Background: an optimization exercise with open tools, aiming at small area, a short achievable clock period and few clock cycles per item. Do not read the settings as production practice. In this exercise RTL edits were held to simulation tests only and were not proved equivalent to the original.

== P ==
// hsv2rgb_stream
module hsv2rgb_stream (
    input  wire        clk,
    input  wire        rst,
    input  wire        in_valid,
    output wire        in_ready,
    input  wire [7:0]  hue_i,
    input  wire [7:0]  sat_i,
    input  wire [7:0]  val_i,
    output reg         out_valid,
    output wire [31:0] rgb_o
);
    assign in_ready = 1'b1;
    reg        v0;
    reg [7:0]  hue0, sat0, val0;
    always @(posedge clk) begin
        v0   <= ~rst & in_valid;
        hue0 <= hue_i;
        sat0 <= sat_i;
        val0 <= val_i;
    end
    wire [7:0] raw_p0, raw_q0, fl0, vp0;
    wire [1:0] zone0;
    hsv2rgb_hue u_hue (.hue(hue0), .raw_p(raw_p0), .raw_q(raw_q0), .zone(zone0));
    hsv2rgb_fv  u_fv  (.sat(sat0), .val(val0), .fl(fl0), .vp(vp0));
    reg        v1;
    reg [7:0]  raw_p1, raw_q1, sat1, fl1, vp1;
    reg [1:0]  zone1;
    always @(posedge clk) begin
        v1     <= ~rst & v0;
        raw_p1 <= raw_p0;
        raw_q1 <= raw_q0;
        sat1   <= sat0;
        fl1    <= fl0;
        vp1    <= vp0;
        zone1  <= zone0;
    end
    wire [7:0] sp1, sq1;
    hsv2rgb_bmul u_bp (.raw(raw_p1), .sat(sat1), .fl(fl1), .s(sp1));
    hsv2rgb_bmul u_bq (.raw(raw_q1), .sat(sat1), .fl(fl1), .s(sq1));
    reg        v2;
    reg [7:0]  sp2, sq2, fl2, vp2;
    reg [1:0]  zone2;
    always @(posedge clk) begin
        v2    <= ~rst & v1;
        sp2   <= sp1;
        sq2   <= sq1;
        fl2   <= fl1;
        vp2   <= vp1;
        zone2 <= zone1;
    end
    wire [7:0] xr = (zone2 == 2'd1) ? fl2 : sp2;
    wire [7:0] xg = (zone2 == 2'd0) ? sq2 : (zone2 == 2'd1) ? sp2 : fl2;
    wire [7:0] xb = (zone2 == 2'd0) ? fl2 : sq2;
    wire [7:0] or2, og2, ob2;
    hsv2rgb_cmul u_cr (.x(xr), .vp(vp2), .o(or2));
    hsv2rgb_cmul u_cg (.x(xg), .vp(vp2), .o(og2));
    hsv2rgb_cmul u_cb (.x(xb), .vp(vp2), .o(ob2));
    reg [23:0] rgb3;
    always @(posedge clk) begin
        out_valid <= ~rst & v2;
        rgb3      <= {or2, og2, ob2};
    end
    assign rgb_o = {8'd0, rgb3};
endmodule
Size in the first run: about 1700 cells after synthesis, about 130 flip-flops, about 61 I/O pins, roughly 17000 sq um of cells after synthesis.
make LEC_CHECK=0 CAP_MARGIN=20 CORE_MARGIN=2 CORE_UTILIZATION=40 SLEW_MARGIN=85 SYNTH_HIERARCHICAL=1 finish   # period 16.0 ns
run.sh (not shown) runs the stock make flow with config.mk's settings and CLKGATE_MAP_FILE= SYNTH_SCRIPT=/design/flow/synth_recipe.tcl, a recipe that flattens the netlist after the stock synthesis.
Testbench counts of P, summed over its fixed seeds: cycles 16,032, items 16,000.
Edits applied to the flow inputs when going from P to Q:
- changing SLEW_MARGIN from 85 to 60
[summary]
P has a higher non-clock buffer count than Q.
Q against P: register fraction of the total cell area went up by 2.2 points; global-route total usage across every layer went down by 1.9 points.
Looking at the reports, Q completed the entire flow and the layout it produced met the timing, DRC and antenna checks.
## Diff of input files: R against Q
- swapping 60 for 20 in SLEW_MARGIN
Findings:
Changes observed in R relative to Q: flip-flop and latch share of the layout cell area was more or less identical, endpoint required time on the critical path was more or less identical, wire length of the first global-routing pass went up by about 0.6%, worst setup margin went down by 560 ps. Run comparison: R capture point of the worst path rgb3[11]; Q capture point of the worst path rgb3[19]. Of the two values seen for master of the slowest instance on the critical path, dfxtp_2 was produced by Q and o21ai_0 by R.

Another version of the RTL of hsv2rgb_stream (not shown whole).
For scale: about 1800 cells after synthesis, ~160 flip-flops, about 61 I/O pins, roughly 16000 um^2 of cells after synthesis.
export LEC_CHECK = 0
export CAP_MARGIN = 20
export CELL_PAD_IN_SITES_DETAIL_PLACEMENT = 1
export CORE_MARGIN = 2
export CORE_UTILIZATION = 40
export SLEW_MARGIN = 60
export SYNTH_HIERARCHICAL = 1
create_clock -name core_clock -period 16.0 [get_ports {clk}]
standard.sh (not shown) runs the stock make flow with config.mk's settings and CLKGATE_MAP_FILE= SYNTH_SCRIPT=/design/flow/synth_recipe.tcl, a recipe that flattens the netlist after the stock synthesis.
==> flow/flow/run.sh <==
#!/bin/bash
# Layout flow: the standard flow (standard.sh: the standard synthesis,
# floorplan, placement, clock tree, routing and finish, at the design's
# clock and constraints), except that the port buffers that placement adds
# to every input and output are buf_4 cells instead of the default pick
# (a slow delay cell).  The whole output of the flow goes to flow.log.
set -euo pipefail
cd "$(dirname "$0")/.."
bash standard.sh BUFFER_PORTS_ARGS="-buffer_cell sky130_fd_sc_hd__buf_4" finish > flow.log 2>&1
Testbench counts at the start, summed over its fixed seeds: cycles 16,032, items 16,000.
Change:
==> flow/run.sh (new file) <==
#!/bin/bash
# synth_recipe.tcl (not shown) runs the flow's synth.tcl, then flattens the netlist and writes it again
# the make line also repeats each setting of config.mk as NAME=value (left out here)
make -C /OpenROAD-flow-scripts/flow DESIGN_CONFIG=/design/flow/config.mk WORK_HOME=/design/flow/orfs CLKGATE_MAP_FILE= SYNTH_SCRIPT=/design/flow/synth_recipe.tcl finish
Settings changed: CELL_PAD_IN_SITES_DETAIL_PLACEMENT 1 to not set.
removed: flow/flow/run.sh
removed: flow/standard.sh
After rerunning:
- clock skew barely changes
- setup slack gets worse by 0.095 ns
- synthesized cell count is unchanged
- hold slack loses 0.0083 ns
- area after synthesis is unchanged
- final area came out higher by 0.86%

hsv2rgb_stream, a different RTL version from the one above (not shown whole).
Size in the first run: roughly 61 I/O pins, ~15000 µm² of cells after synthesis.
clock: 16.0 ns
lec_check: 0
cap_margin: 20
core_margin: 2
core_utilization: 40
slew_margin: 60
synth_hierarchical: 1
run.sh (not shown) runs the stock make flow with config.mk's settings and CLKGATE_MAP_FILE= SYNTH_SCRIPT=/design/flow/synth_recipe.tcl, a recipe that flattens the netlist after the stock synthesis.
Stock flow here: none of the scripts above is used.
The first run completed with no timing, DRC or antenna violations.
Testbench counts at the start, summed over its fixed seeds: cycles 16,032, items 16,000.
==> next run, changes <==
==> flow/flow/run.sh (new file) <==
#!/bin/bash
# Layout flow: the standard flow (standard.sh: the standard synthesis,
# floorplan, placement, clock tree, routing and finish, at the design's
# clock and constraints), except that the port buffers that placement adds
# to every input and output are buf_4 cells instead of the default pick
# (a slow delay cell).  The whole output of the flow goes to flow.log.
set -euo pipefail
cd "$(dirname "$0")/.."
bash standard.sh BUFFER_PORTS_ARGS="-buffer_cell sky130_fd_sc_hd__buf_4" finish > flow.log 2>&1
==> flow/standard.sh (new file) <==
#!/bin/bash
# synth_recipe.tcl (not shown) runs the flow's synth.tcl, then flattens the netlist and writes it again
# the make line also repeats each setting of config.mk as NAME=value (left out here)
make -C /OpenROAD-flow-scripts/flow DESIGN_CONFIG=/design/flow/config.mk WORK_HOME=/design/flow/orfs CLKGATE_MAP_FILE= SYNTH_SCRIPT=/design/flow/synth_recipe.tcl "${@:-finish}"
--- a/flow/config.mk
+++ b/flow/config.mk
@@ -8,0 +9 @@
+export CELL_PAD_IN_SITES_DETAIL_PLACEMENT = 1
removed: flow/run.sh
Effect:
- die area does not change
- register-to-register slack barely changes
- routed wire length goes up by about a fifth
- maximum frequency climbs by a few percent
- via count came out higher by a few percent
==> next run, changes <==
--- a/flow/config.mk
+++ b/flow/config.mk
@@ -9 +8,0 @@
-export CELL_PAD_IN_SITES_DETAIL_PLACEMENT = 1
Effect: The changed run passed the timing, DRC and antenna checks; final area grows slightly; routed wire length shrinks by roughly a tenth; clock-buffer cell count grows by 2; setup slack improved by 0.073 ns; sequential cell count stays the same; cell count stays the same; clock skew is about the same.

Setup of main:
hsv2rgb_stream, a different RTL version from the one above (not shown whole).
Size: ~1800 cells after synthesis, roughly 130 flip-flops, ~61 I/O pins, roughly 0.017 sq mm of cells after synthesis.
export LEC_CHECK = 0
export CAP_MARGIN = 20
export CORE_MARGIN = 2
export CORE_UTILIZATION = 40
export SLEW_MARGIN = 70
export SYNTH_HIERARCHICAL = 1
create_clock -name core_clock -period 16.0 [get_ports {clk}]
Stock flow here: none of the scripts above is used.
Testbench counts of main, summed over its fixed seeds: cycles 16,032, items 16,000.
The following lists how the feature branch was set up differently from main:
Settings: SLEW_MARGIN: 70 -> 60.
==> comparison <==
- The feature branch finished all stages; the layout is clean.
- Reported for the feature branch and main, floorplan die area turned out identical to the last digit.
- Measured against each other, the feature branch and main differ in routed via count, the higher figure coming from main.
- Lower final critical-path setup slack among the feature branch and main: main

==> re-timing with driven ports <==
No port has a modelled driver above. Below, the same layouts with a new extraction and two added sets of constraints.
Step 1 sets driving cells, clkbuf_16 on the clock port and buf_2 on the other inputs (assumed; they add their load-dependent delay and slew).
Step 2 moves the port delays by t, midway between the first and last clock arrival at a register: inputs arrive t later, outputs are due t later. That takes back most of the time a late clock gives input paths.
Three values: ideal ports, drivers, drivers and shift; two values: the first two.
run	t (ns)	setup slack, ns	worst setup path at the end	clock arrival spread, ns	cell pins on the clock port's net
P	0.493	0.747 / 0.747 / 0.747	register to register	0.016 / 0.017	1
Q	0.495	10.970 / 10.970 / 10.970	register to register	0.016 / 0.016	1
R	0.497	10.406 / 10.406 / 10.406	register to register	0.012 / 0.012	1
the first run of note 2	0.502	11.593 / 11.593 / 11.593	register to register	0.012 / 0.012	1
the second run of note 2	0.486	11.498 / 11.447 / 11.586	register to register	0.013 / 0.013	1
the first run of note 3	0.491	11.496 / 11.445 / 11.642	register to register	0.010 / 0.010	1
the second run of note 3	0.494	11.640 / 11.640 / 11.640	register to register	0.013 / 0.013	1
the third run of note 3	0.488	11.712 / 11.712 / 11.712	register to register	0.012 / 0.012	1
main	0.493	11.231 / 11.231 / 11.231	register to register	0.015 / 0.015	1
the feature branch	0.488	11.235 / 11.235 / 11.235	register to register	0.012 / 0.012	1
After both steps every run listed still meets setup and hold.
